From an optimization exercise on the open Yosys and OpenROAD flow, aimed at small area; shortcuts taken in it are not production practice. The RTL was checked by simulation tests, not by an equivalence proof against the original design. Power is estimated from default activity; no workload was simulated.

==> flow/design.v (excerpt) <==
module mse_core (
    input  wire        clk,
    input  wire        rst,
    input  wire        cmd_valid,
    output wire        cmd_ready,
    input  wire [31:0] cmd,
    output wire        rsp_valid,
    output wire [15:0] rsp,
    output wire        rsp_err
);
==> flow/config.mk <==
export PLATFORM = sky130hd
export DESIGN_NAME = mse_core
export DESIGN_NICKNAME = mse_core
export VERILOG_FILES = /design/flow/design.v
export SDC_FILE = /design/flow/constraint.sdc
export NUM_CORES = 4
export LEC_CHECK = 0
export ABC_AREA = 1
export CAP_MARGIN = 0
export CORE_MARGIN = 2
export CORE_UTILIZATION = 45
export CTS_BUF_LIST = sky130_fd_sc_hd__clkbuf_8
export CTS_CLUSTER_DIAMETER = 60
export CTS_CLUSTER_SIZE = 16
export PLACE_DENSITY = 0.6
export SLEW_MARGIN = 0
==> flow/constraint.sdc <==
create_clock -name core_clock -period 40.0 [get_ports {clk}]
set_input_delay 8.0000 -clock core_clock [delete_from_list [all_inputs] [get_ports {clk}]]
set_output_delay 8.0000 -clock core_clock [all_outputs]
set_load 0.01 [all_outputs]
standard.sh (not shown) runs the stock make flow with config.mk's settings and CLKGATE_MAP_FILE= SYNTH_SCRIPT=/design/flow/synth_recipe.tcl, a recipe that flattens the netlist after the stock synthesis.
==> flow/flow/run.sh <==
#!/bin/bash
# The standard layout (standard.sh), with three changes in how it is made:
#  - ABC maps the logic for area with amap (flow/abc_area.script replaces ORFS's area script;
#    registers are untouched, so they keep the standard synthesis's names and cells);
#  - CTS without dummy loads, clustered onto clkbuf_8 leaf buffers;
#  - port buffers made with the smallest buffer.
# Every ORFS step writes its own log under orfs/logs; make's output goes to flow_make.log.
set -euo pipefail
rm -rf scripts_local
cp -r "$FLOW_HOME/scripts" scripts_local
cp flow/abc_area.script scripts_local/abc_area.script
export SCRIPTS_DIR="$PWD/scripts_local"
export CTS_ARGS="-sink_clustering_enable -repair_clock_nets -dont_use_dummy_load -buf_list sky130_fd_sc_hd__clkbuf_8 -sink_clustering_size 16 -sink_clustering_max_diameter 60"
export BUFFER_PORTS_ARGS="-buffer_cell sky130_fd_sc_hd__buf_1"
bash standard.sh > flow_make.log 2>&1
==> flow/flow/abc_area.script <==
strash
dch
amap
strash
dch
amap
The first run went through all stages and came out clean.
Edit:
--- a/flow/design.v
+++ b/flow/design.v
@@ -256,25 +256,19 @@
     mse_quantizer u_qnt (.raw((rt == RT_QNT) ? cb0 : wk), .code(wcode));
     wire        wflag = wk[15] & (wk[14:10] == 5'd0) & (~wk[9] | (wk[8:0] == 9'd0));
     wire [4:0]  qc    = {r[0][4] ^ (~is_bab & fs[0]), r[0][3:0]};
     wire [4:0]  qsel  = (rt == RT_LEDN) ? lq : ((rt == RT_QNT) ? wcode : qc);
     wire [15:0] qv;
     mse_qlevel u_qlv (.code(qsel), .q(qv));
     wire [2:0]  rs   = idx[2:0];
     wire [15:0] rz_e = cnt[0] ? p0 : p1;
-    function automatic [2:0] dig5(input [15:0] v);
-        if      (uge(v, 16'd52429)) dig5 = 3'd4;
-        else if (uge(v, 16'd39322)) dig5 = 3'd3;
-        else if (uge(v, 16'd26215)) dig5 = 3'd2;
-        else if (uge(v, 16'd13108)) dig5 = 3'd1;
-        else                        dig5 = 3'd0;
-    endfunction
-    wire [21:0] rz_y = radd({6'd0, rz_e}, {4'd0, rz_e, 2'd0}, 1'b0);    
-    wire [2:0]  rz_d = dig5(rs[2] ? rz_y[15:0] : rz_e);
+    wire [21:0] rz_y = radd({6'd0, rz_e}, {4'd0, rz_e, 2'd0}, 1'b0);
+    wire [21:0] rz_z = radd({6'd0, rz_y[15:0]}, {4'd0, rz_y[15:0], 2'd0}, 1'b0);
+    wire [2:0]  rz_d = rs[2] ? rz_z[18:16] : rz_y[18:16];
     logic [3:0] rz_sub;
     always_comb begin
         if (cnt[0]) begin    
             case (rz_d)
                 3'd0:    rz_sub = 4'b0000;
                 3'd1:    rz_sub = 4'b1000;
                 3'd2:    rz_sub = 4'b1010;
                 3'd3:    rz_sub = 4'b1011;
Effect: Cell count grows by 0.58%; setup slack improved by 0.27 ns; die area is higher by 0.65%; total power rose by 1.5%; first-iteration DRC count goes up by 2.8%; wire length goes up by 1.5%; clock-buffer cell count increases by 2.

-- afterwards: timing with drivers on the ports --
No port has a modelled driver above. Below, the same layouts with a new extraction and two added sets of constraints.
Step 1 sets driving cells, clkbuf_16 on the clock port and buf_2 on the other inputs (assumed; they add their load-dependent delay and slew).
Step 2 adds t to the input delays and takes it off the output delays; t is the mean of the earliest and latest rising clock arrival at the registers after step 1. Input paths then give back, and output paths get back, about the clock's delay inside the block.
a / b / c = no drivers / after step 1 / after step 2; a / b = the first two.
| run | t (ns) | slack for setup (ns) | worst data-port slew with drivers (ns) |
|---|---|---|---|
| the first run | 0.652 | 2.436 / 2.379 / 3.032 | 0.04 |
| the second run | 0.635 | 2.702 / 2.645 / 3.280 | 0.04 |
After both steps setup and hold are still met in every run listed.
